What follows belongs to an exercise in optimizing a design on an open flow for small area; a production flow would make more cautious choices.
Only simulation tests tie the RTL to the original design; equivalence was not proved.
Power figures rest on the tool's default switching activity, not on a simulated workload.

==> flow/config.mk <==
export PLATFORM = sky130hd
export DESIGN_NAME = dmd_draw
export DESIGN_NICKNAME = dmd_draw
export VERILOG_FILES = /design/flow/design.v
export SDC_FILE = /design/flow/constraint.sdc
export NUM_CORES = 4
export LEC_CHECK = 0
export CAP_MARGIN = 20
export CORE_MARGIN = 2
export CORE_UTILIZATION = 40
export CTS_BUF_LIST = sky130_fd_sc_hd__clkbuf_16
export CTS_CLUSTER_DIAMETER = 120
export CTS_CLUSTER_SIZE = 24
export SLEW_MARGIN = 20
==> flow/constraint.sdc <==
create_clock -name core_clock -period 12.0 [get_ports {clk}]
set_input_delay 2.4000 -clock core_clock [delete_from_list [all_inputs] [get_ports {clk}]]
set_output_delay 2.4000 -clock core_clock [all_outputs]
set_load 0.01 [all_outputs]
==> flow/design.v <==
module dmd_draw (
    input  wire        clk,
    input  wire        rst,
    input  wire        cmd_valid,
    output wire        cmd_ready,
    input  wire [31:0] cmd_data,
    output wire        busy,
    output wire        ill,
    input  wire [6:0]  rd_addr,
    output wire [7:0]  rd_data
);
    localparam [3:0] S_IDLE = 4'd0;
    localparam [3:0] S_PASS = 4'd1;    
    localparam [3:0] S_WPIX = 4'd2;    
    localparam [3:0] S_T1   = 4'd3;    
    localparam [3:0] S_T2   = 4'd4;    
    localparam [3:0] S_T3   = 4'd5;    
    localparam [3:0] S_T4   = 4'd6;    
    localparam [3:0] S_LA   = 4'd7;    
    localparam [3:0] S_LB   = 4'd8;    
    localparam [3:0] S_CI   = 4'd9;    
    localparam [3:0] S_CPLT = 4'd10;   
    localparam [3:0] S_CS1  = 4'd11;   
    localparam [3:0] S_CS0  = 4'd14;   
    localparam [3:0] S_CS2  = 4'd12;   
    localparam [3:0] S_CS3  = 4'd13;   
    reg  [1023:0] ring;             
    reg  [9:0]    c;                
    wire [7:0]    tin = ring[1023:1016];
    wire [7:0]    tnew;
    wire [6:0] ridx = c[6:0] + ~rd_addr;
    reg  [7:0] rd_or, rd_g;
    integer ri, rj;
    always @(*) begin
        rd_or = 8'd0;
        for (ri = 0; ri < 16; ri = ri + 1) begin
            rd_g = 8'd0;
            for (rj = 0; rj < 8; rj = rj + 1)
                rd_g = rd_g | (ring[64*ri + 8*rj +: 8] & {8{ridx[2:0] == rj[2:0]}});
            rd_or = rd_or | (rd_g & {8{ridx[6:3] == ri[3:0]}});
        end
    end
    assign rd_data = rd_or;
    always @(posedge clk) begin
        ring <= {ring[1015:0], tnew};
        c    <= rst ? 10'd0 : c + 10'd1;
    end
    reg  [3:0]  st;
    reg  [1:0]  ph;             
    reg         wp;             
    reg  [1:0]  kd;             
    reg         bad;            
    reg         nop;            
    reg         opf, opv;       
    reg         ill_q;
    reg  [15:0] X, Y;           
    reg  [16:0] P, Q;           
    reg  [17:0] F;              
    reg         xmaj;
    reg  [2:0]  k;              
    assign busy = (st != S_IDLE);
    assign ill  = ill_q;
    wire [7:0]  op0  = cmd_data[31:24];
    wire [2:0]  md0  = cmd_data[18:16];
    wire        mok  = (md0 <= 3'd4);
    wire        multi = (op0 == 8'h01) | (op0[7:2] == 6'b000100);
    wire        lg_clr = ((cmd_data & 32'hFFFFFFFE) == 32'h02000000);
    wire        lg_tst = ((cmd_data & 32'hFFFFFFFC) == 32'h14000000);
    wire        lg_wp  = ((cmd_data & 32'hFFF8FFFE) == 32'h01000000) & mok;
    wire        lg_sh  = ((cmd_data & 32'h00F8FFFF) == 32'h0) & mok;
    wire        lg0    = (op0 == 8'h01) ? lg_wp : lg_sh;
    wire        v0     = (op0 == 8'h01) ? cmd_data[0] : 1'b1;
    wire        idle = (st == S_IDLE);
    wire        cplt = (st == S_CPLT);
    wire [16:0] ca = k[2] ? Q : P;
    wire [16:0] cb = k[2] ? P : Q;
    wire [16:0] axb = cplt ? ca : idle ? {cmd_data[15], cmd_data[15:0]}  : 17'd1;
    wire [16:0] ayb = cplt ? cb : idle ? {cmd_data[31], cmd_data[31:16]} : 17'd1;
    wire        axi = cplt ? k[0] : (idle | ~P[16]);
    wire        ayi = cplt ? k[1] : (idle | ~Q[16]);
    wire [16:0] AX = {X[15], X} + (axb ^ {17{axi}}) + {16'd0, axi};
    wire [16:0] AY = {Y[15], Y} + (ayb ^ {17{ayi}}) + {16'd0, ayi};
    wire [16:0] px = cplt ? AX : {X[15], X};
    wire [16:0] py = cplt ? AY : {Y[15], Y};
    wire        pon  = (px[16:6] == 11'd0) & (py[16:4] == 13'd0);
    wire        phit = ({py[3:0], px[5:3]} == c[6:0]);
    wire        Pz   = (P == 17'd0);
    wire        Qz   = (Q == 17'd0);
    wire        c_eq = (P == Q);
    wire        c_lt = (P < Q);
    wire        c_sk = (~c_lt & ~c_eq) | (k[2] & c_eq) |
                       (k[0] & (k[2] ? Qz : Pz)) | (k[1] & (k[2] ? Pz : Qz));
    wire        c_go = c_sk | ~pon | phit;
    wire        rev  = (~P[16] & ~Pz) | (Pz & ~Q[16] & ~Qz);
    wire        xm   = (st == S_T3) ? F[17] : xmaj;
    reg         f_keep, f_m1, f_q, f_sh, f_b0, f_sub, f_ci;
    always @(*) begin
        f_keep = 1'b1; f_m1 = 1'b0; f_q = 1'b0; f_sh = 1'b1; f_b0 = 1'b0; f_sub = 1'b0; f_ci = 1'b0;
        case (st)
            S_T1:  begin f_keep = 1'b0; f_q = 1'b1; f_sh = 1'b0; end
            S_T2:  begin f_sh = 1'b0; f_sub = 1'b1; end
            S_T3:  begin f_keep = 1'b0; f_m1 = rev; f_q = xm; end
            S_T4:  begin f_q = ~xm; f_sh = 1'b0; f_sub = 1'b1; end
            S_LA:  begin f_q = ~xm; f_sub = 1'b1; end
            S_LB:  begin f_q = xm; end
            S_CI:  begin f_keep = 1'b0; f_q = 1'b1; f_sh = 1'b0; f_sub = 1'b1; end
            S_CS2: begin f_q = 1'b1; f_sub = 1'b1; end
            S_CS1: begin f_keep = 1'b0; f_sh = 1'b0; f_ci = 1'b1; end       
            S_CS0: begin f_keep = 1'b0; f_m1 = 1'b1; f_q = 1'b1; f_sh = 1'b0; end   
            default: begin f_b0 = 1'b1; end       
        endcase
    end
    wire [16:0] fbv = f_q ? Q : P;
    wire [17:0] fb  = f_sh ? {fbv, f_b0} : {fbv[16], fbv};
    wire        fi  = fbv[16] ^ f_sub;
    wire [17:0] FS  = (f_keep ? F : {18{f_m1}}) + (fb ^ {18{fi}}) + {17'd0, fi | f_ci};
    wire        l_end = ({Y, X} == cmd_data);
    wire        l_s   = ~F[17];
    wire [5:0]  sx = {c[2:0], c[9:7]};
    wire [3:0]  sy = c[6:3];
    function [1:0] xthr;            
        input [15:0] t;
        input [5:0]  v;
        begin
            if (t[15])                 xthr = 2'b10;
            else if (t[14:6] != 9'd0)  xthr = 2'b01;
            else                       xthr = {v >= t[5:0], v <= t[5:0]};
        end
    endfunction
    function [1:0] ythr;            
        input [15:0] t;
        input [3:0]  v;
        begin
            if (t[15])                 ythr = 2'b10;
            else if (t[14:4] != 11'd0) ythr = 2'b01;
            else                       ythr = {v >= t[3:0], v <= t[3:0]};
        end
    endfunction
    wire [1:0]  tx1 = xthr(X, sx);
    wire [1:0]  tx2 = xthr(cmd_data[15:0], sx);
    wire [1:0]  ty1 = ythr(Y, sy);
    wire [1:0]  ty2 = ythr(cmd_data[31:16], sy);
    wire        bR  = (tx1[1] & tx2[0]) | (tx2[1] & tx1[0]);
    wire        bE1 = tx1[1] & tx1[0];
    wire        bE2 = tx2[1] & tx2[0];
    wire        bIx = (~tx1[0] & ~tx2[1]) | (~tx2[0] & ~tx1[1]);
    wire        bC  = (ty1[1] & ty2[0]) | (ty2[1] & ty1[0]);
    wire        bF1 = ty1[1] & ty1[0];
    wire        bF2 = ty2[1] & ty2[0];
    wire        bIy = (~ty1[0] & ~ty2[1]) | (~ty2[0] & ~ty1[1]);
    wire        bodd = ((bF1 ^ bF2) & bR) ^ ((bE1 ^ bE2) & bC) ^ (bIx & bIy & kd[0]);
    wire        bany = ((bF1 | bF2) & bR) | ((bE1 | bE2) & bC) | (bIx & bIy & kd[0]);
    wire        bpix = opf ? bodd : bany;
    wire        fval = cmd_data[26] ? (cmd_data[0] ^ c[7] ^ (~cmd_data[1] & c[3]))
                                    : ~cmd_data[0];
    wire ill2    = bad | ((kd == 2'd1) & (cmd_data[31:16] != 16'd0));
    wire pass_go = (st == S_PASS) |
                   (idle & (c == 10'd0) & cmd_valid &
                    (((ph == 2'd0) & (lg_clr | lg_tst)) | ((ph == 2'd2) & kd[1] & ~ill2)));
    wire pass_fill = (ph == 2'd0);
    wire       pw    = ((st == S_WPIX) | (st == S_LA) | (cplt & ~c_sk)) & pon & phit;
    wire       wen   = pass_go ? (pass_fill | bpix) : pw;
    wire [2:0] wbit  = ~(pass_go ? c[9:7] : px[2:0]);
    wire       wflip = ~(pass_go & pass_fill) & opf;
    wire       wv    = (pass_go & pass_fill) ? fval : opv;
    reg  [7:0] tn;
    always @(*) begin
        tn = tin;
        if (wen) tn[wbit] = wflip ? ~tin[wbit] : wv;
    end
    assign tnew = tn;
    reg rdy;
    always @(*) begin
        rdy = 1'b0;
        case (st)
            S_IDLE: case (ph)
                2'd0:    rdy = ~(lg_clr | lg_tst);
                2'd1:    rdy = 1'b1;
                default: rdy = ill2 | ((kd == 2'd1) & cmd_data[15]);
            endcase
            S_PASS: rdy = (c == 10'd1023);
            S_LA:   rdy = l_end & (~pon | phit);
            S_CPLT: rdy = c_go & (k == 3'd7) & ~c_lt;
            default: rdy = 1'b0;
        endcase
    end
    assign cmd_ready = rdy;
    always @(posedge clk) begin
        if (rst) begin
            st    <= S_IDLE;
            ph    <= 2'd0;
            ill_q <= 1'b0;
        end else begin
            case (st)
                S_IDLE: if (cmd_valid) begin
                    case (ph)
                        2'd0: begin
                            if (multi) begin
                                ph  <= 2'd1;
                                wp  <= (op0 == 8'h01);
                                kd  <= op0[1:0];
                                bad <= ~lg0;
                                nop <= (md0 == 3'd3) & ~v0;
                                opf <= (md0 == 3'd2) | ((md0 == 3'd4) & ~v0);
                                opv <= v0 ^ ((md0 == 3'd1) | (md0 == 3'd4));
                            end else if (lg_clr | lg_tst) begin
                                if (c == 10'd0) st <= S_PASS;
                            end else
                                ill_q <= 1'b1;
                        end
                        2'd1: begin
                            X <= cmd_data[15:0];
                            Y <= cmd_data[31:16];
                            if (wp) begin
                                ph <= 2'd0;
                                if (bad)       ill_q <= 1'b1;
                                else if (!nop) st <= S_WPIX;
                            end else
                                ph <= 2'd2;
                        end
                        default: begin
                            if (ill2) begin
                                ill_q <= 1'b1;
                                ph    <= 2'd0;
                            end else case (kd)
                                2'd0: begin
                                    P  <= AX;
                                    Q  <= AY;
                                    st <= S_T1;
                                end
                                2'd1: begin
                                    if (cmd_data[15])
                                        ph <= 2'd0;
                                    else begin
                                        P  <= 17'd0;
                                        Q  <= {1'b0, cmd_data[15:0]};
                                        k  <= 3'd0;
                                        st <= S_CI;
                                    end
                                end
                                default: if (c == 10'd0) st <= S_PASS;
                            endcase
                        end
                    endcase
                end
                S_PASS: if (c == 10'd1023) begin
                    st <= S_IDLE;
                    ph <= 2'd0;
                end
                S_WPIX: if (~pon | phit) st <= S_IDLE;
                S_T1: begin F <= FS; st <= S_T2; end
                S_T2: begin F <= FS; st <= S_T3; end
                S_T3: begin F <= FS; xmaj <= xm; st <= S_T4; end
                S_T4: begin F <= FS; st <= S_LA; end
                S_LA: if (~pon | phit) begin
                    if (l_end) begin
                        st <= S_IDLE;
                        ph <= 2'd0;
                    end else begin
                        if (xmaj | l_s) X <= AX[15:0];
                        if (~xmaj | l_s) Y <= AY[15:0];
                        if (l_s) F <= FS;
                        st <= S_LB;
                    end
                end
                S_LB: begin F <= FS; st <= S_LA; end
                S_CI: begin F <= FS; st <= S_CS3; end
                S_CPLT: if (c_go) begin
                    k <= k + 3'd1;
                    if (k == 3'd7) begin
                        if (c_lt) st <= S_CS1;
                        else begin
                            st <= S_IDLE;
                            ph <= 2'd0;
                        end
                    end
                end
                S_CS1: begin
                    P  <= FS[16:0];
                    st <= S_CS0;
                end
                S_CS0: begin
                    if (~F[17]) Q <= FS[16:0];
                    st <= S_CS2;
                end
                S_CS2: begin
                    if (~F[17]) F <= FS;
                    st <= S_CS3;
                end
                S_CS3: begin
                    F  <= FS;
                    st <= S_CPLT;
                end
                default: st <= S_IDLE;
            endcase
        end
    end
endmodule
==> flow/flow/run.sh <==
#!/bin/bash
# The standard ORFS layout (standard.sh), except that synthesis maps the
# logic with an area-oriented ABC script (flow/abc_area_map.script) in place
# of ORFS's speed script.  Registers, flattening and renaming are those of
# the standard synthesis; every later step is the standard flow.
set -euo pipefail
here=$(pwd)
rm -rf "$here/scripts_abc"
cp -r "$FLOW_HOME/scripts" "$here/scripts_abc"
cp "$here/flow/abc_area_map.script" "$here/scripts_abc/abc_speed.script"
bash standard.sh SCRIPTS_DIR="$here/scripts_abc" synth > "$here/synth.log" 2>&1
bash standard.sh finish > "$here/layout.log" 2>&1
==> flow/flow/abc_area_map.script <==
strash
&get -n
&st
&dch
&nf -R 1000 -p
&put
mfs2
strash
dch -f
amap
topo
stime -c
buffer -c
dnsize -c
==> flow/standard.sh <==
#!/bin/bash
# synth_recipe.tcl (not shown) runs the flow's synth.tcl, then flattens the netlist and writes it again
# the make line also repeats each setting of config.mk as NAME=value (left out here)
make -C /OpenROAD-flow-scripts/flow DESIGN_CONFIG=/design/flow/config.mk WORK_HOME=/design/flow/orfs CLKGATE_MAP_FILE= SYNTH_SCRIPT=/design/flow/synth_recipe.tcl "${@:-finish}"
==> impl_metrics.py, run 1 <==
metrics = {
    "layout": {
        "seqCellArea_mm2": 0.0237,
        "drive_gt1_share_pct": 4.07,
        "nFillCells": 8559,
        "final_cells": 4532,
        "nets": 3478,
        "syn2layout_area_growth_pct": 9.60,
        "multi_input_area_mm2": 0.0119,
    },
    "sta": {
        "post-route-period-util_pct": 88.1,
        "setup_viol": 0,
        "fin_crit_ns": 10.57,
        "max_freq_mhz": 94.6,
        "report.final.hold_viol_count": 0,
        "skew_ns": 0.0383,
        "finalSetupTns_ns": 0,
        "rsz0062_at_grt": "no",
        "slew_viol_final": 0,
        "worst_slew_pin_slew_ns": 1.19,
        "relSlewSlack_pct": 20.7,
    },
    "floorplanning": {
        "core-area_mm2": 0.0917,
        "dieArea_mm2": 0.0949,
        "num_rows": 111,
        "start_util_pct": 40.4,
        "die_x_um": 308,
        "ioPinCount": 53,
        "die-height_um": 308,
    },
    "clock_tree": {
        "post_cts_buffers": 0,
        "post_cts_resized": 0,
        "htree_levels": 2,
        "cts_tree": "yes",
        "cts.reportedPaths.clkPinSlew_ns": 0.09,
        "hold_buffers": 0,
        "clkLatencyLatePin_ns": 0.67,
        "numCtsBuffers": 55,
        "clock_path_buffers": 3,
        "clockRootBuffer": "clkbuf_16",
        "cts_sinks": 1136,
    },
    "grt": {
        "grt_pass1_vias": 25300,
        "grt_overflow": 0,
        "grt_use_total_pct": 21.2,
        "grt_max_degree": 129,
        "antenna_found_initial": 3,
        "grt_pass1_wl_um": 155000,
    },
    "placement": {
        "place_inst": 4462,
        "dp_hpwl_um": 65400,
        "port-buffer-count": 52,
        "gp_congestion": 0.961,
    },
    "logic_synthesis": {
        "synth-edff-count": 95,
        "ys_seq_area_share_pct": 64.1,
        "muxShareOfSynthArea_pct": 0,
        "synth-async-reset-ratio_pct": 0,
        "synth_ff_type": "dfxtp_1",
        "ys_types": 56,
        "synth_fa_ha_area_share_pct": 3.59,
        "synth_top_family_by_area": "compound AO/OA/AOI/OAI gates",
        "avgSynthCellArea_um2": 11.1,
        "syn_area_mm2": 0.0370,
        "ys_ff_latch": 1136,
        "synthCells": 3334,
        "syn_nets": 3479,
        "synth_xor_area_share_pct": 0.0474,
        "synth-simple-area-share_pct": 8.00,
        "synth_warnings": 1,
        "synth_compound_area_share_pct": 20.3,
    },
    "detailed_routing": {
        "drcViolationCount": 0,
        "dr.pass1.iters": 9,
        "wire_per_inst_um": 22.8,
        "dr.first_iter.drc_count": 3132,
        "drtAntennaViolNets": 0,
        "avgViaCountPerCell": 5.87,
        "routed_wl_um": 103000,
        "vias": 26600,
    },
    "worst_setup_path": {
        "critPathLaunchType": "input pin",
        "required_ns": 9.60,
        "worst_setup_path_end_kind": "output port",
        "critPathMaxFanout": 5,
        "cp_slowest_stage_delay_ns": 0.69,
        "crit_type": "input pin to output port",
        "worstPathArrival_ns": 8.17,
        "cp_slowest_cell": "clkdlybuf4s50_1",
    },
    "min_path": {
        "worstHoldPathType": "flop to flop",
    },
    "status": {
        "outcome": "complete, no violations",
    },
    "power": {
        "power_frac_comb_pct": 32.5,
        "leakage_nw": 14.7,
        "swShare_pct": 36.6,
        "ir_drop_uv": 158,
        "power.switching_mw": 3.39,
        "intPower_mw": 5.88,
        "clock_power_share_pct": 22.7,
        "p_per_area_mw_per_mm2": 229,
        "power_mw": 9.27,
        "power.share.sequential_pct": 44.9,
    },
    "job": {
        "maxCapViolCount": 0,
    },
}
flip-flops by register name, summed over array words and instances (netlist names), 2 cells and up:
| name | count |
|---|---|
| kd | 2 |
| X | 16 |
| ph | 2 |
| k | 3 |
| ring | 1024 |
| st | 4 |
| Q | 17 |
| c | 10 |
| F | 18 |
| P | 17 |
| Y | 16 |
worst paths after layout:
path                from        end  slack, ns  depth (start not counted)
max          cmd_data[1]  cmd_ready       1.43                         27
min            ring[852]  ring[860]       0.33                          0
max reg2reg        st[3]       X[1]       4.02                         35
min reg2reg    ring[852]  ring[860]       0.33                          0
routing by layer:
layer | global-route usage (%) | share of wire [%]
met1 | 31.5 | 47
met3 | 4.43 | 8.7
met4 | 5.74 | 2.5
met5 | 0 | 0
met2 | 31.1 | 42
layout by cell type (no fill, tap or decap), drive strengths merged, types with 5 or more instances in the layout:
cell type,count
dfxtp,1041
inv,239
nand2,232
nor2,204
o22ai,192
a222oi,178
a22oi,153
o21ai,135
a21oi,101
ha,98
edfxtp,95
a31oi,79
clkbuf,56
nand4,55
clkdlybuf4s50,52
nor3,49
buf,46
nor4,43
a41oi,41
a221oi,38
nand3,29
a22o,25
nor2b,22
a2111oi,20
a21o,17
o21a,13
or3,9
a211oi,8
o221ai,6
o211ai,6
o21bai,6
nand2b,6
clkinv,6
fa,5
through the flow:
step / utilization (%) / cell area (um^2) / hold slack, ns / setup WS [ns]
global placement: 42.5 / 38900 / 0.327 / 1.76
finish: 44.2 / 40500 / 0.327 / 1.43
CTS: 44.2 / 40500 / 0.335 / 1.63
floorplan: - / 37000 / 0.323 / 3.75
detailed placement: 42.5 / 38900 / 0.328 / 1.62
global route: 44.2 / 40500 / 0.342 / 1.02
worst max-delay path, delay by kind of cell:
family / cells / cell delay [ns]
adders and majority gates: 1 / 0.18
buffers and inverters: 6 / 1.67
AOI/OAI and AO/OA: 12 / 2.58
and+or+nand+nor: 8 / 1.30
cells in the mapped netlist (all sizes together), types with 2 or more instances:
library cell | n | area, um^2
o31ai | 4 | 30.0
a21o | 17 | 128
dfxtp | 1041 | 20800
inv | 232 | 871
o21ai | 135 | 676
a22o | 25 | 219
o221ai | 6 | 52.6
a2111oi | 20 | 175
o211ai | 6 | 45.0
or4 | 2 | 15.0
nor2 | 204 | 766
a31oi | 79 | 494
a222oi | 178 | 1780
nand3 | 29 | 145
a21oi | 101 | 505
a221oi | 38 | 333
o22a | 3 | 26.3
edfxtp | 95 | 2850
nand4 | 55 | 344
nor4 | 43 | 269
buf | 27 | 103
or2 | 4 | 25.0
o21bai | 6 | 45.0
nand4b | 2 | 17.5
o32ai | 4 | 35.0
a211oi | 8 | 60.1
ha | 98 | 1230
nor3 | 49 | 245
a41oi | 41 | 359
a221o | 4 | 40.0
clkinv | 3 | 11.3
o21a | 13 | 97.6
nand2 | 232 | 871
nor2b | 22 | 138
o32a | 2 | 20.0
o22ai | 192 | 1200
clkbuf | 129 | 484
a22oi | 153 | 1150
fa | 5 | 100
or3 | 9 | 56.3
nand2b | 6 | 37.5
final cells by class:
class | instances | area share (%)
Multi-Input combinational cell | 1807 | 29.4
Inverter | 235 | 2.18
Antenna cell | 2 | 0.0123
Clock inverter | 12 | 0.497
Tap cell | 1186 | 3.66
Clock buffer | 56 | 3.46
Timing Repair Buffer | 98 | 2.35
Sequential cell | 1136 | 58.4
cells by family after synthesis:
logic type	Yosys count
compound gates	1041
xor+xnor	2
fa+ha+maj	103
buf+inv	391
flops	1136
simple gates	661
power by group through the flow:
stage               Clock, mW  Sequential, mW  Combinational, mW
floorplan                   0            4.21               1.99
global placement            0            4.25               2.89
detailed placement          0            4.25               2.89
CTS                      2.15            4.16               2.90
global route             2.28            4.18               3.30
finish                   2.10            4.16               3.01
==> run 2, diff against run 1 <==
--- a/flow/config.mk
+++ b/flow/config.mk
@@ -8,7 +8,7 @@
 export CAP_MARGIN = 20
 export CORE_MARGIN = 2
 export CORE_UTILIZATION = 40
-export CTS_BUF_LIST = sky130_fd_sc_hd__clkbuf_16
-export CTS_CLUSTER_DIAMETER = 120
-export CTS_CLUSTER_SIZE = 24
+export CTS_BUF_LIST = sky130_fd_sc_hd__clkbuf_4
+export CTS_CLUSTER_DIAMETER = 60
+export CTS_CLUSTER_SIZE = 8
 export SLEW_MARGIN = 20
==> run 2 against run 1 <==
Effect of this change: first-iteration DRC count up 0.70%; largest power group unchanged; largest cell class unchanged; worst setup slack worse by 0.075 ns; global-route usage up 0.62 points; synthesized cell count unchanged; sequential share of layout area up 0.085 points; combinational power about the same; register-to-register slack worse by 0.05 ns.
==> impl_metrics.py, run 2 <==
metrics = {
    "clock_tree": {
        "numCtsBuffers": 163,
        "post_cts_buffers": 0,
        "cts.reportedPaths.clkPinSlew_ns": 0.10,
        "htree_levels": 4,
        "cts_sinks": 1136,
        "clkLatencyLatePin_ns": 1.09,
        "clockRootBuffer": "clkbuf_4",
        "post_cts_resized": 0,
        "hold_buffers": 0,
        "clock_path_buffers": 3,
        "cts_tree": "yes",
    },
    "detailed_routing": {
        "routed_wl_um": 105000,
        "drtAntennaViolNets": 0,
        "dr.pass1.iters": 6,
        "vias": 27200,
        "drcViolationCount": 0,
        "avgViaCountPerCell": 5.85,
        "wire_per_inst_um": 22.5,
        "dr.first_iter.drc_count": 3154,
    },
    "layout": {
        "drive_gt1_share_pct": 7.44,
        "multi_input_area_mm2": 0.0119,
        "utilization_pct": 44.2,
        "final_cell_mix": "dfxtp_1 (1041), nand2_1 (232), inv_1 (230), nor2_1 (202), o22ai_1 (192)",
        "largestRegisters": "ring x1024, F x18",
        "nets": 3586,
        "syn2layout_area_growth_pct": 9.44,
        "final_common_cell": "dfxtp_1",
        "top_register": "ring",
        "nFillCells": 8639,
        "seqCellArea_mm2": 0.0237,
        "largest_reg_flops": 1024,
    },
    "power": {
        "intPower_mw": 5.76,
        "clock_power_share_pct": 22.0,
        "power_frac_comb_pct": 32.6,
        "p_per_area_mw_per_mm2": 227,
        "power.switching_mw": 3.42,
        "power.share.sequential_pct": 45.3,
        "swShare_pct": 37.3,
        "leakage_nw": 14.8,
        "power_mw": 9.18,
        "ir_drop_uv": 97.9,
    },
    "placement": {
        "dp_hpwl_um": 65400,
        "port-buffer-count": 52,
        "gp_congestion": 0.961,
    },
    "worst_setup_path": {
        "critPathBufInv": 6,
        "crit_type": "flop to output port",
        "cp_slowest_stage_delay_ns": 0.71,
        "critPathMaxFanout": 28,
        "worstPathArrival_ns": 8.25,
        "critPathLaunchType": "flop",
        "cp_slowest_cell": "clkinv_1",
        "path_delay_family": "compound AO/OA/AOI/OAI gates",
        "worst_setup_path_end_kind": "output port",
        "required_ns": 9.60,
    },
    "logic_synthesis": {
        "synth_ff_type": "dfxtp_1",
        "ys_seq_area_share_pct": 64.1,
        "syn_nets": 3479,
        "synth-edff-count": 95,
        "synth-async-reset-ratio_pct": 0,
        "yosysMostFrequentCell": "dfxtp_1",
        "yosysTopAreaCell": "dfxtp_1",
        "avgSynthCellArea_um2": 11.1,
        "synthTopCellsByCount": "dfxtp_1 (1041), nand2_1 (232), inv_1 (230)",
        "syn_area_mm2": 0.0370,
        "synthCells": 3334,
        "yosys-top-cells-area": "dfxtp_1 (56%), edfxtp_1 (7.7%), a222oi_1 (4.8%), ha_1 (3.3%), o22ai_1 (3.2%)",
        "ys_ff_latch": 1136,
        "synth_top_area_share_pct": 56.3,
        "synth_warnings": 1,
        "ys_types": 56,
    },
    "floorplanning": {
        "die-height_um": 308,
        "die_x_um": 308,
        "ioPinCount": 53,
        "num_rows": 111,
        "dieArea_mm2": 0.0949,
        "start_util_pct": 40.4,
        "core-area_mm2": 0.0917,
    },
    "sta": {
        "rsz0062_at_grt": "no",
        "fin_crit_ns": 10.65,
        "skew_ns": 0.103,
        "setup_viol": 0,
        "report.final.hold_viol_count": 0,
        "finalSetupTns_ns": 0,
        "slew_viol_final": 0,
        "relSlewSlack_pct": 23.1,
        "max_freq_mhz": 93.9,
        "post-route-period-util_pct": 88.7,
        "worst_slew_pin_slew_ns": 1.15,
    },
    "grt": {
        "grt_pass1_wl_um": 159000,
        "grt_pass1_vias": 26400,
        "grt_use_total_pct": 21.8,
        "grt_overflow": 0,
        "grt_max_degree": 129,
        "antenna_found_initial": 5,
    },
    "min_path": {
        "worstHoldPathType": "flop to flop",
    },
    "job": {
        "maxCapViolCount": 0,
    },
    "status": {
        "outcome": "complete, no violations",
    },
}
==> run 2: cell counts after synthesis <==
No cell type changed its count.
==> run 2: final cells by class <==
| type | count | area share, % |
|---|---|---|
| Sequential cell | 1136 | 58.5 |
| Tap cell | 1186 | 3.67 |
| Inverter | 235 | 2.18 |
| Clock buffer | 173 | 3.21 |
| Timing Repair Buffer | 98 | 2.36 |
| Antenna cell | 6 | 0.0371 |
| Multi-Input combinational cell | 1807 | 29.4 |
| Clock inverter | 19 | 0.581 |
==> run 2: path summary, 6_finish.rpt <==
path | cells past startpoint | slack [ns] | start | end
worst max-delay path | 29 | 1.35 | st[2] | cmd_ready
worst min-delay path | 0 | 0.28 | ring[210] | ring[218]
worst max register to register | 35 | 3.97 | st[2] | X[0]
worst min register to register | 0 | 0.28 | ring[210] | ring[218]
==> run 2: stage by stage <==
| stage | hold slack, ns | cells | area, um^2 | setup WS (ns) |
|---|---|---|---|---|
| floorplan | 0.323 | 3334 | 37000 | 3.75 |
| global placement | 0.327 | 4462 | 38900 | 1.76 |
| detailed placement | 0.328 | 4462 | 38900 | 1.62 |
| CTS | 0.269 | 4654 | 40500 | 1.43 |
| global route | 0.315 | 4657 | 40500 | 0.618 |
| finish | 0.283 | 4660 | 40500 | 1.35 |
==> run 2: power by group through the flow <==
stage / Clock, mW / Sequential [mW] / Combinational, mW
final: 2.02 / 4.16 / 3.00
after floorplan: 0 / 4.21 / 1.99
after global routing: 2.25 / 4.18 / 3.30
after CTS: 2.09 / 4.16 / 2.91
after detailed placement: 0 / 4.25 / 2.89
after global placement: 0 / 4.25 / 2.89
==> run 2: routing by layer <==
| layer | wire length, um | vias up | share of wire, % | track usage (%) |
|---|---|---|---|---|
| li1 | - | 12800 | - | - |
| met1 | 49300 | 13100 | 47 | 31.5 |
| met2 | 43500 | 1164 | 41 | 31.2 |
| met3 | 9310 | 213 | 8.9 | 5.82 |
| met4 | 2940 | 0 | 2.8 | 7.86 |
| met5 | 0 | - | 0 | 0 |
==> run 2: logic make-up after synthesis <==
logic type | count (synthesis) | synth area share (%)
flops | 1136 | 64.1
compound gates | 1041 | 20.3
simple gates | 661 | 8.00
buf+inv | 391 | 3.97
fa+ha+maj | 103 | 3.59
xor+xnor | 2 | 0.0474
==> run 3, diff against run 2 <==
--- a/flow/config.mk
+++ b/flow/config.mk
@@ -8,7 +8,8 @@
 export CAP_MARGIN = 20
 export CORE_MARGIN = 2
 export CORE_UTILIZATION = 40
-export CTS_BUF_LIST = sky130_fd_sc_hd__clkbuf_4
-export CTS_CLUSTER_DIAMETER = 60
-export CTS_CLUSTER_SIZE = 8
+export CTS_BUF_LIST = sky130_fd_sc_hd__clkbuf_8
+export CTS_CLUSTER_DIAMETER = 100
+export CTS_CLUSTER_SIZE = 14
+export GPL_TIMING_DRIVEN = 0
 export SLEW_MARGIN = 20
==> run 3 against run 2 <==
Effect of this change: still clean; final cell count increased by 1.2%; hold slack gained 0.025 ns; clock power decreased by 3%; die area unchanged; flip-flop and latch count unchanged; global-route usage is 7.2 points higher; first-iteration DRC count up 48%; total power rose by 2.1%; via count up 8.1%; sequential power is essentially flat.
==> impl_metrics.py, run 3 <==
metrics = {
    "sta": {
        "worst_slew_pin_slew_ns": 1.37,
        "slew_viol_final": 0,
        "finalSetupTns_ns": 0,
        "report.final.hold_viol_count": 0,
        "relSlewSlack_pct": 8.83,
        "skew_ns": 0.0704,
        "worst_slack_ns": 1.14,
        "rsz0062_at_grt": "no",
        "fin_crit_ns": 10.86,
        "post-route-period-util_pct": 90.5,
        "setup_viol": 0,
        "max_freq_mhz": 92.1,
    },
    "grt": {
        "gr-usage-met3_pct": 7.84,
        "grtUsageMet1_pct": 41.7,
        "use_met2_pct": 41.2,
        "antenna_found_initial": 15,
        "grt_overflow": 0,
        "grt_use_total_pct": 29.1,
        "grt_pass1_vias": 27300,
        "grt_max_degree": 17,
        "grt_pass1_wl_um": 197000,
        "grt.busiest_layer": "met1",
    },
    "power": {
        "ir_drop_uv": 105,
        "clock_power_share_pct": 20.9,
        "power_frac_comb_pct": 34.6,
        "leakage_nw": 14.9,
        "p_per_area_mw_per_mm2": 230,
        "power_mw": 9.38,
        "intPower_mw": 5.70,
        "power.switching_mw": 3.67,
        "power.share.sequential_pct": 44.5,
        "swShare_pct": 39.2,
    },
    "placement": {
        "dp_slack_ns": 1.24,
        "dp_hpwl_um": 97500,
        "port-buffer-count": 52,
        "place_inst": 4595,
        "gp_congestion": 0.962,
    },
    "logic_synthesis": {
        "syn_nets": 3479,
        "ys_seq_area_share_pct": 64.1,
        "synthCells": 3334,
        "synth-edff-count": 95,
        "syn_area_mm2": 0.0370,
        "avgSynthCellArea_um2": 11.1,
        "ys_ff_latch": 1136,
        "ys_types": 56,
        "yosysTopAreaCell": "dfxtp_1",
        "synth_warnings": 1,
        "yosysMostFrequentCell": "dfxtp_1",
        "yosys-top-cells-area": "dfxtp_1 (56%), edfxtp_1 (7.7%), a222oi_1 (4.8%), ha_1 (3.3%), o22ai_1 (3.2%)",
        "synth_top_area_share_pct": 56.3,
        "synthTopCellsByCount": "dfxtp_1 (1041), nand2_1 (232), inv_1 (230)",
        "synth-async-reset-ratio_pct": 0,
        "synth_ff_type": "dfxtp_1",
    },
    "worst_setup_path": {
        "ff2ff_path_depth": 29,
        "cp_slowest_cell": "clkdlybuf4s50_1",
        "critPathMaxFanout": 7,
        "worst_setup_path_end_kind": "output port",
        "cp_slowest_stage_delay_ns": 0.67,
        "worstPathArrival_ns": 8.46,
        "reg2reg_to": "F[13]",
        "crit_type": "input pin to output port",
        "required_ns": 9.60,
        "critPathMostFrequentCell": "nor2_1",
        "rrSetupSlack_ns": 3.78,
        "r2r-start": "st[0]",
        "critPathLaunchType": "input pin",
    },
    "detailed_routing": {
        "drtAntennaViolNets": 0,
        "drcViolationCount": 0,
        "avgViaCountPerCell": 6.25,
        "dr.first_iter.drc_count": 4670,
        "routed_wl_um": 141000,
        "wire_per_inst_um": 29.9,
        "dr.pass1.iters": 7,
        "vias": 29400,
    },
    "clock_tree": {
        "clkLatencyLatePin_ns": 0.79,
        "post_cts_resized": 0,
        "clockRootBuffer": "clkbuf_8",
        "hold_buffers": 0,
        "htree_levels": 3,
        "numCtsBuffers": 91,
        "post_cts_buffers": 0,
        "clock_path_buffers": 3,
        "cts_sinks": 1136,
        "cts.reportedPaths.clkPinSlew_ns": 0.10,
        "cts_tree": "yes",
    },
    "layout": {
        "nets": 3648,
        "utilization_pct": 44.5,
        "final_common_cell": "dfxtp_1",
        "largestRegisters": "ring x1024, F x18",
        "largest_reg_flops": 1024,
        "final_cells": 4714,
        "drive_gt1_share_pct": 5.57,
        "top_register": "ring",
        "final_cell_mix": "dfxtp_1 (1041), inv_1 (238), nand2_1 (232), nor2_1 (203), o22ai_1 (192)",
        "syn2layout_area_growth_pct": 10.4,
    },
    "min_path": {
        "worstHoldStart": "ring[997]",
        "min_path_cells": 0,
        "min_to": "ring[1005]",
        "worstHoldPathType": "flop to flop",
    },
    "floorplanning": {
        "start_util_pct": 40.4,
        "core-area_mm2": 0.0917,
        "die-height_um": 308,
        "num_rows": 111,
        "ioPinCount": 53,
        "die_x_um": 308,
        "dieArea_mm2": 0.0949,
    },
    "job": {
        "maxCapViolCount": 0,
    },
    "status": {
        "outcome": "complete, no violations",
    },
}
==> run 3: changes by cell type in the layout (fill, tap and decap cells not counted), sizes merged, moves of 4 or more <==
cell | previous run | this run
buf | 46 | 50
bufinv | 5 | 0
clkbuf | 173 | 221
clkinv | 8 | 4
diode | 6 | 10
inv | 238 | 245
==> run 3: metrics by stage <==
step	instance area (um^2)	hold slack, ns
floorplan	37000	0.323
global placement	39000	0.325
detailed placement	39400	0.330
CTS	40800	0.300
global route	40800	0.318
finish	40800	0.308
==> run 3: power by group through the flow <==
| stage | registers [mW] | clock network [mW] | logic (mW) |
|---|---|---|---|
| finish | 4.17 | 1.96 | 3.25 |
| global route | 4.19 | 2.11 | 3.52 |
| CTS | 4.16 | 1.97 | 3.13 |
| detailed placement | 4.25 | 0 | 3.12 |
| global placement | 4.25 | 0 | 3.07 |
| floorplan | 4.21 | 0 | 1.99 |
==> run 3: worst max-delay path by stage <==
| stage | slack (ns) | startpoint | cells past startpoint | end |
|---|---|---|---|---|
| after detailed placement | 1.24 | cmd_data[18] | 24 | cmd_ready |
| final | 1.14 | cmd_data[18] | 30 | cmd_ready |
| after floorplan | 3.75 | cmd_data[17] | 30 | cmd_ready |
| after global routing | 0.62 | st[0] | 30 | cmd_ready |
| after CTS | 1.22 | cmd_data[18] | 24 | cmd_ready |
| after global placement | 0.94 | rd_addr[0] | 13 | rd_data[0] |
==> run 3: critical path, delay by kind of cell <==
family | cells | cell delay, ns
compound gates | 12 | 2.73
fa+ha+maj | 1 | 0.35
buf+inv | 3 | 1.44
simple gates | 14 | 1.55
==> run 3: layout make-up <==
class                      instances  area, um^2
inverter                         235         882
tap                             1186        1480
clock buffer                      92        1270
buffer                           156         654
antenna                           10        25.0
clock inverter                    16         126
timing repair buffer              76         808
fill                            8731       50800
sequential                      1136       23700
multi-input combinational       1807       11900
==> run 3: kinds of logic after synthesis <==
| group | after synthesis | synth area share, % |
|---|---|---|
| fa+ha+maj | 103 | 3.59 |
| simple gates | 661 | 8.00 |
| flops | 1136 | 64.1 |
| buf+inv | 391 | 3.97 |
| xor+xnor | 2 | 0.0474 |
| compound gates | 1041 | 20.3 |
==> run 3: per-layer routing <==
layer  wire (um)  up-vias  part of all wire [%]
met4        5980        0                   4.2
met5           0        -                     0
li1            -    12900                     -
met1       59100    14300                    42
met2       57300     1937                    41
met3       18700      294                    13
==> run 4, diff against run 3 <==
==> flow/flow/abc_area_map.script (replaced) <==
strash
&get -n
&st
&dch
&nf -R 1000 -p
&put
mfs2
strash
dc2
dch -f
amap
topo
stime -c
buffer -c
dnsize -c
--- a/flow/config.mk
+++ b/flow/config.mk
@@ -11,5 +11,4 @@
 export CTS_BUF_LIST = sky130_fd_sc_hd__clkbuf_8
 export CTS_CLUSTER_DIAMETER = 100
 export CTS_CLUSTER_SIZE = 14
-export GPL_TIMING_DRIVEN = 0
 export SLEW_MARGIN = 20
==> run 4 against run 3 <==
Effect of this change: critical path depth up 7; non-clock buffer count down 121; utilization down 0.41 points.
==> impl_metrics.py, run 4 <==
metrics = {
    "status": {
        "outcome": "complete, no violations",
    },
    "sta": {
        "fin_crit_ns": 11.26,
        "finalSetupTns_ns": 0,
        "rsz0062_at_grt": "no",
        "post-route-period-util_pct": 93.8,
        "slew_viol_final": 0,
        "skew_ns": 0.0616,
        "setup_viol": 0,
        "hold_slack_ns": 0.309,
        "relSlewSlack_pct": 30.9,
        "worst_slew_pin_slew_ns": 1.03,
        "report.final.hold_viol_count": 0,
        "max_freq_mhz": 88.8,
    },
    "logic_synthesis": {
        "synth_warnings": 1,
        "synthTopCellsByCount": "dfxtp_1 (1041), nor2_1 (233), a222oi_1 (217)",
        "synth_top_area_share_pct": 56.6,
        "synth-async-reset-ratio_pct": 0,
        "syn_nets": 3408,
        "yosysTopAreaCell": "dfxtp_1",
        "yosys-top-cells-area": "dfxtp_1 (57%), edfxtp_1 (7.8%), a222oi_1 (5.9%), ha_1 (3.3%), a22oi_1 (2.7%)",
        "avgSynthCellArea_um2": 11.3,
        "synth-edff-count": 95,
        "ys_seq_area_share_pct": 64.4,
        "yosysMostFrequentCell": "dfxtp_1",
        "synthCells": 3263,
        "ys_ff_latch": 1136,
        "ys_types": 56,
        "syn_area_mm2": 0.0368,
        "synth_ff_type": "dfxtp_1",
    },
    "grt": {
        "grt_pass1_vias": 25700,
        "grt_use_total_pct": 22.0,
        "grt_overflow": 0,
        "grt_pass1_wl_um": 161000,
        "grt_max_degree": 127,
        "antenna_found_initial": 2,
    },
    "power": {
        "power_mw": 9.50,
        "leakage_nw": 14.6,
        "ir_drop_uv": 110,
        "p_per_area_mw_per_mm2": 236,
    },
    "floorplanning": {
        "die-height_um": 307,
        "num_rows": 111,
        "start_util_pct": 40.3,
        "die_x_um": 307,
        "dieArea_mm2": 0.0944,
        "core-area_mm2": 0.0914,
        "ioPinCount": 53,
    },
    "placement": {
        "dp_hpwl_um": 68800,
        "gp_congestion": 0.976,
        "port-buffer-count": 52,
    },
    "worst_setup_path": {
        "r2r-start": "st[3]",
        "ff2ff_path_depth": 36,
        "worst_setup_path_end_kind": "output port",
        "critPathLaunchType": "input pin",
        "critPathMostFrequentCell": "nor2_1",
        "cp_slowest_stage_delay_ns": 0.58,
        "path_delay_family": "simple AND/OR/NAND/NOR gates",
        "reg2reg_to": "F[17]",
        "rrSetupSlack_ns": 3.97,
        "worstPathArrival_ns": 8.86,
        "critPathMaxFanout": 6,
        "critPathBufInv": 5,
        "crit_type": "input pin to output port",
        "required_ns": 9.60,
        "cp_slowest_cell": "clkdlybuf4s50_1",
    },
    "layout": {
        "final_common_cell": "dfxtp_1",
        "largest_reg_flops": 1024,
        "top_register": "ring",
        "syn2layout_area_growth_pct": 9.63,
        "final_cell_mix": "dfxtp_1 (1041), nor2_1 (232), a222oi_1 (217), nand2_1 (209), inv_1 (193)",
        "largestRegisters": "ring x1024, F x18",
        "nFillCells": 8547,
        "nets": 3450,
        "drive_gt1_share_pct": 5.75,
    },
    "detailed_routing": {
        "dr.pass1.iters": 8,
        "avgViaCountPerCell": 5.95,
        "dr.first_iter.drc_count": 3530,
        "wire_per_inst_um": 23.6,
        "vias": 26900,
        "drtAntennaViolNets": 0,
        "routed_wl_um": 107000,
        "drcViolationCount": 0,
    },
    "clock_tree": {
        "clockRootBuffer": "clkbuf_8",
        "post_cts_resized": 0,
        "cts_tree": "yes",
        "numCtsBuffers": 92,
        "cts.reportedPaths.clkPinSlew_ns": 0.09,
        "cts_sinks": 1136,
        "clock_path_buffers": 3,
        "hold_buffers": 0,
        "htree_levels": 3,
        "post_cts_buffers": 0,
        "clkLatencyLatePin_ns": 0.79,
    },
    "min_path": {
        "min_to": "ring[300]",
        "min_path_cells": 0,
        "worstHoldPathType": "flop to flop",
        "worstHoldStart": "ring[292]",
    },
    "job": {
        "maxCapViolCount": 0,
    },
}
## run 4: kinds of logic after synthesis
group,share of synthesized area (%)
adders and majority gates,3.61
DFF,64.4
xor gates and xnor gates,0.0238
AOI/OAI and AO/OA,20.4
and+or+nand+nor,7.85
buffers and inverters,3.68
## run 4: per-stage QoR
step	cells	setup slack (ns)	cell area [um^2]	util (%)
after detailed placement	4396	0.883	38800	42.5
after global routing	4513	0.357	40300	44.1
after global placement	4394	0.976	38800	42.5
after CTS	4508	0.883	40300	44.1
final	4513	0.741	40300	44.1
after floorplan	3263	2.88	36800	-
## run 4: area by class of cell
| type | count | area [um^2] | share of cell area (%) |
|---|---|---|---|
| diodes | 4 | 10.0 | 0.0248 |
| flip-flops and latches | 1136 | 23700 | 58.7 |
| clock buffers | 93 | 1280 | 3.17 |
| multi-input cells | 1766 | 11800 | 29.3 |
| well taps | 1186 | 1480 | 3.68 |
| inverters | 198 | 743 | 1.84 |
| clock inverters | 19 | 205 | 0.509 |
| repair buffers | 111 | 1090 | 2.71 |
## run 4: worst max path at each step
stage	from	endpoint	slack, ns	depth (start not counted)
after floorplan	cmd_data[18]	cmd_ready	2.88	33
after global placement	cmd_data[16]	cmd_ready	0.98	37
after detailed placement	cmd_data[16]	cmd_ready	0.88	37
after CTS	cmd_data[16]	cmd_ready	0.88	37
after global routing	cmd_data[16]	cmd_ready	0.36	37
final	cmd_data[17]	cmd_ready	0.74	37
## run 4: routing by layer
layer	wire [um]	track usage, %
met4	2950	6.90
met3	8960	3.49
met2	46000	33.2
met5	13	0
met1	48600	32.1
## run 4: where the power goes
group          internal, mW  leakage [nW]  switching (mW)  total (mW)
sequential             4.07          9.26           0.121        4.19
combinational          1.10          4.58            2.23        3.33
clock                 0.762         0.794            1.22        1.99
total                  5.92          14.6            3.58        9.50
==> run 5, diff against run 4 <==
==> flow/flow/abc_area_map.script (replaced) <==
strash
&get -n
&st
&dch
&nf -R 1000 -p
&put
mfs2
strash
dch -f
amap
topo
stime -c
buffer -c
dnsize -c
==> run 5 against run 4 <==
Effect of this change: utilization decreased by 0.098 points; hold slack got worse by 0.0064 ns; largest cell class unchanged; worst setup slack improved by 0.72 ns; wire length decreased by 2.4%; sequential power about the same; final cell count increased by 1.4%; synthesized cell count increased by 2.2%; clock power decreased by 4%; count of clock-buffer cells in the layout unchanged; global-route usage decreased by 0.55 points; critical path type unchanged.
==> impl_metrics.py, run 5 <==
metrics = {
    "status": {
        "outcome": "complete, no violations",
    },
    "grt": {
        "antenna_found_initial": 6,
        "use_met2_pct": 31.3,
        "grt_max_degree": 129,
        "grtUsageMet1_pct": 31.4,
        "gr-usage-met3_pct": 4.85,
        "grt_use_total_pct": 21.4,
        "grt_pass1_vias": 25800,
        "grt.busiest_layer": "met1",
        "grt_overflow": 0,
        "grt_pass1_wl_um": 157000,
    },
    "logic_synthesis": {
        "synthTopCellsByCount": "dfxtp_1 (1041), nand2_1 (232), inv_1 (230)",
        "yosysTopAreaCell": "dfxtp_1",
        "ys_types": 56,
        "synth-edff-count": 95,
        "synth_ff_type": "dfxtp_1",
        "synth_warnings": 1,
        "yosys-top-cells-area": "dfxtp_1 (56%), edfxtp_1 (7.7%), a222oi_1 (4.8%), ha_1 (3.3%), o22ai_1 (3.2%)",
        "synth-async-reset-ratio_pct": 0,
        "syn_nets": 3479,
        "synthCells": 3334,
        "avgSynthCellArea_um2": 11.1,
        "yosysMostFrequentCell": "dfxtp_1",
        "ys_seq_area_share_pct": 64.1,
        "syn_area_mm2": 0.0370,
        "synth_top_area_share_pct": 56.3,
        "ys_ff_latch": 1136,
    },
    "worst_setup_path": {
        "cp_slowest_stage_delay_ns": 0.70,
        "critPathLaunchType": "input pin",
        "r2r-start": "st[2]",
        "required_ns": 9.60,
        "reg2reg_to": "X[2]",
        "crit_start": "cmd_data[1]",
        "worstPathArrival_ns": 8.14,
        "ff2ff_path_depth": 35,
        "critPathMaxFanout": 5,
        "cp_slowest_cell": "clkdlybuf4s50_1",
        "worst_setup_path_end_kind": "output port",
        "rrSetupSlack_ns": 3.99,
        "crit_type": "input pin to output port",
    },
    "power": {
        "p_per_area_mw_per_mm2": 225,
        "leakage_nw": 14.7,
        "power_mw": 9.08,
        "ir_drop_uv": 111,
    },
    "sta": {
        "post-route-period-util_pct": 87.9,
        "finalSetupTns_ns": 0,
        "rsz0062_at_grt": "no",
        "slew_viol_final": 0,
        "relSlewSlack_pct": 21.4,
        "report.final.hold_viol_count": 0,
        "max_freq_mhz": 94.9,
        "worst_slew_pin_slew_ns": 1.17,
        "setup_viol": 0,
        "fin_crit_ns": 10.54,
        "skew_ns": 0.0761,
    },
    "floorplanning": {
        "start_util_pct": 40.4,
        "dieArea_mm2": 0.0949,
        "die-height_um": 308,
        "ioPinCount": 53,
        "num_rows": 111,
        "die_x_um": 308,
        "core-area_mm2": 0.0917,
    },
    "min_path": {
        "worstHoldPathType": "flop to flop",
        "min_to": "ring[290]",
        "min_path_cells": 0,
        "worstHoldStart": "ring[282]",
    },
    "detailed_routing": {
        "wire_per_inst_um": 22.7,
        "routed_wl_um": 104000,
        "drcViolationCount": 0,
        "drtAntennaViolNets": 0,
        "vias": 26800,
        "dr.first_iter.drc_count": 3080,
        "dr.pass1.iters": 7,
        "avgViaCountPerCell": 5.85,
    },
    "placement": {
        "dp_hpwl_um": 65400,
        "port-buffer-count": 52,
        "gp_congestion": 0.961,
    },
    "layout": {
        "drive_gt1_share_pct": 5.14,
        "seqCellArea_mm2": 0.0237,
        "multi_input_area_mm2": 0.0119,
        "nFillCells": 8598,
        "syn2layout_area_growth_pct": 9.12,
        "top_register": "ring",
        "largest_reg_flops": 1024,
        "utilization_pct": 44.0,
        "largestRegisters": "ring x1024, F x18",
        "final_cell_mix": "dfxtp_1 (1041), inv_1 (237), nand2_1 (232), nor2_1 (202), o22ai_1 (192)",
        "final_common_cell": "dfxtp_1",
        "nets": 3515,
    },
    "clock_tree": {
        "numCtsBuffers": 92,
        "cts_sinks": 1136,
        "clockRootBuffer": "clkbuf_8",
        "cts.reportedPaths.clkPinSlew_ns": 0.08,
        "post_cts_resized": 0,
        "cts_tree": "yes",
        "clock_path_buffers": 3,
        "hold_buffers": 0,
        "htree_levels": 3,
        "post_cts_buffers": 0,
        "clkLatencyLatePin_ns": 0.76,
    },
    "job": {
        "maxCapViolCount": 0,
    },
}
run 5: changes by cell type in the layout (fill, tap and decap cells not counted), sizes merged, moves of 14 or more:
cell    before  now
nand2      209  232
nor2b        7   22
o32ai       29    4
o22ai      143  192
a22oi      130  153
a22o        11   25
a21oi       85  101
nor2       233  204
inv        201  243
a222oi     217  178
a221oi      24   38
run 5: final cells by class:
type	instances	area share (%)
repair buffers	98	2.36
inverters	235	2.19
multi-input cells	1807	29.5
well taps	1186	3.68
flip-flops and latches	1136	58.7
clock buffers	93	3.17
diodes	4	0.0248
clock inverters	18	0.353
run 5: worst max path at each step:
stage	slack, ns	end	cells past startpoint
after floorplan	3.75	cmd_ready	30
after global placement	1.76	cmd_ready	30
after detailed placement	1.62	cmd_ready	27
after CTS	1.63	cmd_ready	27
after global routing	0.95	cmd_ready	35
final	1.46	cmd_ready	27
run 5: stage by stage:
| step | worst slack, ns | cells | area, um^2 | hold WS [ns] |
|---|---|---|---|---|
| 2_1_floorplan | 3.75 | 3334 | 37000 | 0.323 |
| 3_3_place_gp | 1.76 | 4462 | 38900 | 0.327 |
| 3_5_place_dp | 1.62 | 4462 | 38900 | 0.328 |
| 4_1_cts | 1.63 | 4573 | 40400 | 0.293 |
| 5_1_grt | 0.948 | 4576 | 40400 | 0.322 |
| 6_report | 1.46 | 4577 | 40400 | 0.303 |
run 5: cells by family (layout without fill, tap and decap cells):
| kind of cell | count (synthesis) | in the layout | share of synthesized area (%) |
|---|---|---|---|
| AO/OA/AOI/OAI | 1041 | 1041 | 20.3 |
| adder cells (fa/ha/maj) | 103 | 103 | 3.59 |
| other | 0 | 4 | 0 |
| buffers and inverters | 391 | 444 | 3.97 |
| XOR/XNOR | 2 | 2 | 0.0474 |
| AND/OR/NAND/NOR | 661 | 661 | 8.00 |
| flip-flops | 1136 | 1136 | 64.1 |
run 5: critical path, delay by kind of cell:
kind | cells | cell delay [ns]
compound gates | 12 | 2.56
fa+ha+maj | 1 | 0.19
buf+inv | 6 | 1.68
simple gates | 8 | 1.30
run 5: routing by layer:
metal | part of all wire, % | vias up | wire [um]
met5 | 0 | - | 0
met2 | 42 | 1131 | 43400
li1 | - | 12600 | -
met4 | 2.4 | 0 | 2500
met3 | 9.2 | 177 | 9520
met1 | 47 | 12900 | 48600
run 5: power breakdown:
group / switching [mW] / total, mW / internal (mW)
Sequential: 0.106 / 4.16 / 4.05
Combinational: 2.08 / 3.00 / 0.925
Clock: 1.21 / 1.92 / 0.716
Total: 3.39 / 9.08 / 5.70
==> run 6, diff against run 5 <==
--- a/flow/config.mk
+++ b/flow/config.mk
@@ -7,8 +7,9 @@
 export LEC_CHECK = 0
 export CAP_MARGIN = 20
 export CORE_MARGIN = 2
-export CORE_UTILIZATION = 40
+export CORE_UTILIZATION = 65
 export CTS_BUF_LIST = sky130_fd_sc_hd__clkbuf_8
 export CTS_CLUSTER_DIAMETER = 100
 export CTS_CLUSTER_SIZE = 14
+export PLACE_DENSITY = 0.75
 export SLEW_MARGIN = 20
==> run 6 against run 5 <==
Effect of this change: die area is 38% lower; critical path depth unchanged; via count up 3.9%; synthesized cell count is the same; total power up 0.98%.
==> impl_metrics.py, run 6 <==
metrics = {
    "layout": {
        "finalInstanceArea_mm2": 0.0399,
        "utilization_pct": 70.8,
        "top_register": "ring",
        "largestRegisters": "ring x1024, F x18",
        "largest_reg_flops": 1024,
        "drive_gt1_share_pct": 5.16,
        "final_common_cell": "dfxtp_1",
        "nets": 3518,
        "final_cells": 4149,
        "final_cell_mix": "dfxtp_1 (1041), inv_1 (240), nand2_1 (232), nor2_1 (202), o22ai_1 (192)",
        "syn2layout_area_growth_pct": 7.78,
    },
    "clock_tree": {
        "cts_sinks": 1136,
        "cts.reportedPaths.clkPinSlew_ns": 0.09,
        "post_cts_resized": 0,
        "htree_levels": 3,
        "clockRootBuffer": "clkbuf_8",
        "hold_buffers": 0,
        "numCtsBuffers": 91,
        "post_cts_buffers": 0,
        "clkLatencyLatePin_ns": 0.72,
        "cts_tree": "yes",
        "clock_path_buffers": 3,
    },
    "detailed_routing": {
        "avgViaCountPerCell": 6.71,
        "drcViolationCount": 0,
        "dr.pass1.iters": 9,
        "dr.first_iter.drc_count": 3612,
        "wire_per_inst_um": 25.8,
        "drtAntennaViolNets": 0,
        "vias": 27800,
        "routed_wl_um": 107000,
    },
    "min_path": {
        "worstHoldPathType": "flop to flop",
    },
    "sta": {
        "worst_slew_pin_slew_ns": 1.12,
        "setup_viol": 0,
        "post-route-period-util_pct": 89.6,
        "worst_slack_ns": 1.25,
        "relSlewSlack_pct": 23.4,
        "slew_viol_final": 0,
        "finalSetupTns_ns": 0,
        "hold_slack_ns": 0.319,
        "skew_ns": 0.0436,
        "fin_crit_ns": 10.75,
        "report.final.hold_viol_count": 0,
        "rsz0062_at_grt": "no",
        "max_freq_mhz": 93.0,
    },
    "power": {
        "power_mw": 9.17,
        "leakage_nw": 14.7,
        "p_per_area_mw_per_mm2": 230,
        "ir_drop_uv": 234,
    },
    "worst_setup_path": {
        "worstPathArrival_ns": 8.35,
        "critPathBufInv": 6,
        "critPathLaunchType": "input pin",
        "cp_slowest_cell": "clkdlybuf4s50_1",
        "critPathMaxFanout": 5,
        "cp_slowest_stage_delay_ns": 0.63,
        "required_ns": 9.60,
        "crit_type": "input pin to output port",
        "worst_setup_path_end_kind": "output port",
        "path_delay_family": "compound AO/OA/AOI/OAI gates",
    },
    "floorplanning": {
        "start_util_pct": 65.7,
        "dieArea_mm2": 0.0588,
        "ioPinCount": 53,
        "die_x_um": 243,
        "core-area_mm2": 0.0563,
        "num_rows": 87,
        "die-height_um": 243,
    },
    "grt": {
        "grt_pass1_vias": 27800,
        "antenna_found_initial": 0,
        "grt_max_degree": 129,
        "grt_use_total_pct": 35.8,
        "grt_pass1_wl_um": 164000,
        "grt_overflow": 0,
    },
    "logic_synthesis": {
        "ys_seq_area_share_pct": 64.1,
        "synth_ff_type": "dfxtp_1",
        "ys_ff_latch": 1136,
        "synth_warnings": 1,
        "syn_nets": 3479,
        "yosysMostFrequentCell": "dfxtp_1",
        "avgSynthCellArea_um2": 11.1,
        "synth-edff-count": 95,
        "synth_top_area_share_pct": 56.3,
        "synth-async-reset-ratio_pct": 0,
        "syn_area_mm2": 0.0370,
        "synthTopCellsByCount": "dfxtp_1 (1041), nand2_1 (232), inv_1 (230)",
        "yosysTopAreaCell": "dfxtp_1",
        "synthCells": 3334,
        "ys_types": 56,
        "yosys-top-cells-area": "dfxtp_1 (56%), edfxtp_1 (7.7%), a222oi_1 (4.8%), ha_1 (3.3%), o22ai_1 (3.2%)",
    },
    "placement": {
        "place_inst": 4036,
        "dp_slack_ns": 1.52,
        "gp_congestion": 1.01,
        "port-buffer-count": 52,
        "place_area_mm2": 0.0384,
        "dp_hpwl_um": 70800,
    },
    "job": {
        "maxCapViolCount": 0,
    },
    "status": {
        "outcome": "complete, no violations",
    },
}
==> run 6: cell types whose count changed in the layout (fill, tap and decap cells not counted), sizes merged <==
| cell | before | now |
|---|---|---|
| clkinv | 9 | 3 |
| inv | 243 | 248 |
| buf | 46 | 50 |
| diode | 4 | 1 |
| bufinv | 0 | 2 |
==> run 6: kinds of logic after synthesis <==
family | after synthesis | synth area share, %
DFF | 1136 | 64.1
AOI/OAI and AO/OA | 1041 | 20.3
and+or+nand+nor | 661 | 8.00
buffers and inverters | 391 | 3.97
adders and majority gates | 103 | 3.59
xor gates and xnor gates | 2 | 0.0474
==> run 6: layer usage <==
layer	vias up	routed length [um]	GRT usage, %
met5	-	0	0
met4	0	5780	18.2
met3	311	9460	5.55
met2	1478	48300	56.2
met1	13500	43300	48.5
li1	12600	-	-
==> run 6: power by group <==
part	internal (mW)	total [mW]	switching (mW)
Sequential	4.05	4.17	0.116
Combinational	0.946	3.05	2.11
Clock	0.759	1.95	1.19
Total	5.76	9.17	3.41
==> run 6: cell type report <==
| cell class | count | area (um^2) |
|---|---|---|
| Clock buffer | 93 | 1280 |
| Clock inverter | 19 | 194 |
| Sequential cell | 1136 | 23700 |
| Multi-Input combinational cell | 1807 | 11900 |
| Inverter | 235 | 882 |
| Antenna cell | 1 | 2.50 |
| Tap cell | 756 | 946 |
| Fill cell | 4110 | 16400 |
| Timing Repair Buffer | 102 | 971 |
==> run 6: path summary, 6_finish.rpt <==
path | start | endpoint | slack, ns | depth (start not counted)
setup reg to reg | st[2] | X[12] | 3.76 | 35
hold reg to reg | ring[99] | ring[107] | 0.32 | 0
hold / removal | ring[99] | ring[107] | 0.32 | 0
setup / recovery | cmd_data[1] | cmd_ready | 1.25 | 27
==> run 6: worst register-to-register path: cells and delay by family, from the launching register on <==
family          cells  cell delay, ns
simple gates       20            3.98
fa+ha+maj           1            0.21
compound gates     10            2.28
buf+inv             4            1.07
flops               1            0.30
==> run 7, diff against run 6 <==
--- a/flow/config.mk
+++ b/flow/config.mk
@@ -7,9 +7,8 @@
 export LEC_CHECK = 0
 export CAP_MARGIN = 20
 export CORE_MARGIN = 2
-export CORE_UTILIZATION = 65
+export CORE_UTILIZATION = 40
 export CTS_BUF_LIST = sky130_fd_sc_hd__clkbuf_8
 export CTS_CLUSTER_DIAMETER = 100
-export CTS_CLUSTER_SIZE = 14
-export PLACE_DENSITY = 0.75
+export CTS_CLUSTER_SIZE = 17
 export SLEW_MARGIN = 20
==> run 7 against run 6 <==
Effect of this change: still clean; sequential share of layout area fell by 0.48 points; final area rose by 0.81%; clock skew rose by 0.044 ns; flip-flop and latch count did not move; sequential power barely moved; hold slack got worse by 0.040 ns.
==> impl_metrics.py, run 7 <==
metrics = {
    "logic_synthesis": {
        "synth-edff-count": 95,
        "synth-async-reset-ratio_pct": 0,
        "syn_area_mm2": 0.0370,
        "synth_top_area_share_pct": 56.3,
        "synth_warnings": 1,
        "yosysMostFrequentCell": "dfxtp_1",
        "yosysTopAreaCell": "dfxtp_1",
        "yosys-top-cells-area": "dfxtp_1 (56%), edfxtp_1 (7.7%), a222oi_1 (4.8%), ha_1 (3.3%), o22ai_1 (3.2%)",
        "avgSynthCellArea_um2": 11.1,
        "syn_nets": 3479,
        "synthCells": 3334,
        "synth_ff_type": "dfxtp_1",
        "ys_types": 56,
        "ys_seq_area_share_pct": 64.1,
        "ys_ff_latch": 1136,
        "synthTopCellsByCount": "dfxtp_1 (1041), nand2_1 (232), inv_1 (230)",
    },
    "clock_tree": {
        "htree_levels": 3,
        "clock_path_buffers": 3,
        "clockRootBuffer": "clkbuf_8",
        "cts.reportedPaths.clkPinSlew_ns": 0.10,
        "cts_sinks": 1136,
        "post_cts_resized": 0,
        "clkLatencyLatePin_ns": 0.78,
        "cts_tree": "yes",
        "numCtsBuffers": 79,
        "hold_buffers": 0,
        "post_cts_buffers": 0,
    },
    "sta": {
        "setup_viol": 0,
        "slew_viol_final": 0,
        "relSlewSlack_pct": 21.8,
        "max_freq_mhz": 94.8,
        "post-route-period-util_pct": 87.9,
        "report.final.hold_viol_count": 0,
        "rsz0062_at_grt": "no",
        "finalSetupTns_ns": 0,
        "worst_slack_ns": 1.45,
        "fin_crit_ns": 10.55,
        "worst_slew_pin_slew_ns": 1.17,
        "skew_ns": 0.0879,
        "hold_slack_ns": 0.279,
    },
    "detailed_routing": {
        "drtAntennaViolNets": 0,
        "top_layer_used": "met4",
        "wire_per_inst_um": 22.7,
        "drcViolationCount": 0,
        "wl_met3_um": 9140,
        "dr.first_iter.drc_count": 3228,
        "routed_wl_um": 104000,
        "dr.pass1.iters": 8,
        "dr_wl_met2_um": 43100,
        "avgViaCountPerCell": 5.86,
        "vias": 26700,
        "wl_met1_um": 49000,
    },
    "worst_setup_path": {
        "crit_type": "input pin to output port",
        "critPathLaunchType": "input pin",
        "worstPathArrival_ns": 8.15,
        "worst_setup_path_end_kind": "output port",
        "rrSetupSlack_ns": 3.98,
        "required_ns": 9.60,
        "critPathMaxFanout": 5,
    },
    "power": {
        "clock_power_share_pct": 20.1,
        "power_frac_comb_pct": 33.5,
        "swShare_pct": 37.6,
        "power.share.sequential_pct": 46.4,
        "ir_drop_uv": 115,
        "p_per_area_mw_per_mm2": 223,
        "power_mw": 8.98,
        "intPower_mw": 5.60,
        "leakage_nw": 14.5,
        "power.switching_mw": 3.38,
    },
    "layout": {
        "syn2layout_area_growth_pct": 8.65,
        "seqCellArea_mm2": 0.0237,
        "nets": 3502,
        "drive_gt1_share_pct": 4.81,
        "largest_reg_flops": 1024,
        "utilization_pct": 43.8,
        "multi_input_area_mm2": 0.0119,
        "final_cell_mix": "dfxtp_1 (1041), inv_1 (233), nand2_1 (232), nor2_1 (202), o22ai_1 (192)",
        "nFillCells": 8628,
        "largestRegisters": "ring x1024, F x18",
        "final_common_cell": "dfxtp_1",
        "top_register": "ring",
    },
    "placement": {
        "gp_congestion": 0.961,
        "dp_hpwl_um": 65400,
        "port-buffer-count": 52,
        "dp_slack_ns": 1.62,
    },
    "status": {
        "outcome": "complete, no violations",
    },
    "floorplanning": {
        "die_x_um": 308,
        "num_rows": 111,
        "start_util_pct": 40.4,
        "dieArea_mm2": 0.0949,
        "die-height_um": 308,
        "ioPinCount": 53,
        "core-area_mm2": 0.0917,
    },
    "grt": {
        "grt_use_total_pct": 21.4,
        "grt_pass1_wl_um": 156000,
        "antenna_found_initial": 6,
        "grt_max_degree": 129,
        "grt_pass1_vias": 25600,
        "grt_overflow": 0,
    },
    "job": {
        "maxCapViolCount": 0,
    },
    "min_path": {
        "worstHoldPathType": "flop to flop",
    },
}
## run 7: changes by cell type in the layout (fill, tap and decap cells not counted), sizes merged
cell      previous run  this run
clkbuf              93        79
inv                248       240
buf                 50        46
clkinv               3         7
clkinvlp             1         4
diode                1         4
bufinv               2         0
## run 7: through the flow
stage | area [um^2] | cells
floorplan | 37000 | 3334
global placement | 38900 | 4462
detailed placement | 38900 | 4462
CTS | 40200 | 4557
global route | 40200 | 4560
finish | 40200 | 4561
## run 7: per-layer routing
metal,vias to the layer above,GRT usage [%]
met3,160,4.62
li1,12600,-
met2,1092,31.0
met4,0,6.21
met1,12900,31.6
met5,-,0
## run 7: area by class of cell
| cell class | count | share of cell area (%) |
|---|---|---|
| Tap cell | 1186 | 3.69 |
| Inverter | 235 | 2.19 |
| Sequential cell | 1136 | 59.0 |
| Multi-Input combinational cell | 1807 | 29.7 |
| Timing Repair Buffer | 98 | 2.37 |
| Clock inverter | 16 | 0.402 |
| Antenna cell | 4 | 0.0249 |
| Clock buffer | 79 | 2.71 |
## run 7: worst paths after layout
check | startpoint | end | cells past startpoint
worst max-delay path | cmd_data[1] | cmd_ready | 27
worst min-delay path | ring[210] | ring[218] | 0
worst max register to register | st[3] | X[11] | 35
worst min register to register | ring[210] | ring[218] | 0
## run 7: power groups by stage
stage	registers (mW)	logic [mW]	clock network, mW
finish	4.16	3.01	1.81
global placement	4.25	2.89	0
detailed placement	4.25	2.89	0
floorplan	4.21	1.99	0
CTS	4.16	2.91	1.87
global route	4.18	3.30	2.01
## run 7: kinds of logic (layout without fill, tap and decap cells)
| family | Yosys count | in the layout | share of synthesized area (%) |
|---|---|---|---|
| DFF | 1136 | 1136 | 64.1 |
| AOI/OAI and AO/OA | 1041 | 1041 | 20.3 |
| and+or+nand+nor | 661 | 661 | 8.00 |
| buffers and inverters | 391 | 428 | 3.97 |
| adders and majority gates | 103 | 103 | 3.59 |
| xor gates and xnor gates | 2 | 2 | 0.0474 |
| other | 0 | 4 | 0 |
## run 7: worst max-delay path: stages
cell	delay, ns
clkdlybuf4s50_1	0.69
inv_1	0.19
o22ai_1	0.23
nor2_1	0.06
a21oi_1	0.22
inv_1	0.07
ha_1	0.19
a21o_1	0.17
a31oi_1	0.19
inv_1	0.09
a31oi_1	0.33
o211ai_1	0.15
o21ai_0	0.13
inv_1	0.10
a311oi_1	0.36
nand2_1	0.08
o21ai_0	0.19
nand4_1	0.22
nor3_1	0.21
nand4_1	0.11
nand4b_1	0.29
o21ai_0	0.23
nand2b_1	0.22
o21a_1	0.15
nor3_1	0.11
o21ai_0	0.21
clkdlybuf4s50_1	0.54

## port drivers added, routing unchanged
How much do the figures lean on ideal ports? The routed layouts below were timed once more, with nothing changed but the port constraints.
Step 1: set_driving_cell puts a clkbuf_16 on clk and a buf_2 on each other input, an assumption about the parent block.
Step 2 adds t to the input delays and takes it off the output delays; t is the mean of the earliest and latest rising clock arrival at the registers after step 1. Input paths then give back, and output paths get back, about the clock's delay inside the block.
a / b / c = ideal / step 1 / step 2; a / b = the first two.
run | shift t [ns] | slack for setup (ns) | latest minus earliest clock arrival (ns)
run 1 | 0.722 | 1.429 / 1.405 / 1.405 | 0.041 / 0.041
run 2 | 1.091 | 1.353 / 1.292 / 1.415 | 0.113 / 0.112
run 3 | 0.816 | 1.139 / 1.078 / 1.078 | 0.092 / 0.093
run 4 | 0.817 | 0.741 / 0.713 / 0.713 | 0.069 / 0.069
run 5 | 0.781 | 1.458 / 1.433 / 1.433 | 0.080 / 0.081
run 6 | 0.774 | 1.250 / 1.217 / 1.217 | 0.067 / 0.067
run 7 | 0.783 | 1.448 / 1.424 / 1.424 | 0.118 / 0.118
After both steps setup and hold are still met in every run listed. The setup slack of run 3, which loses most, moves by -0.061 ns with the drivers and by -0.061 ns with both steps.
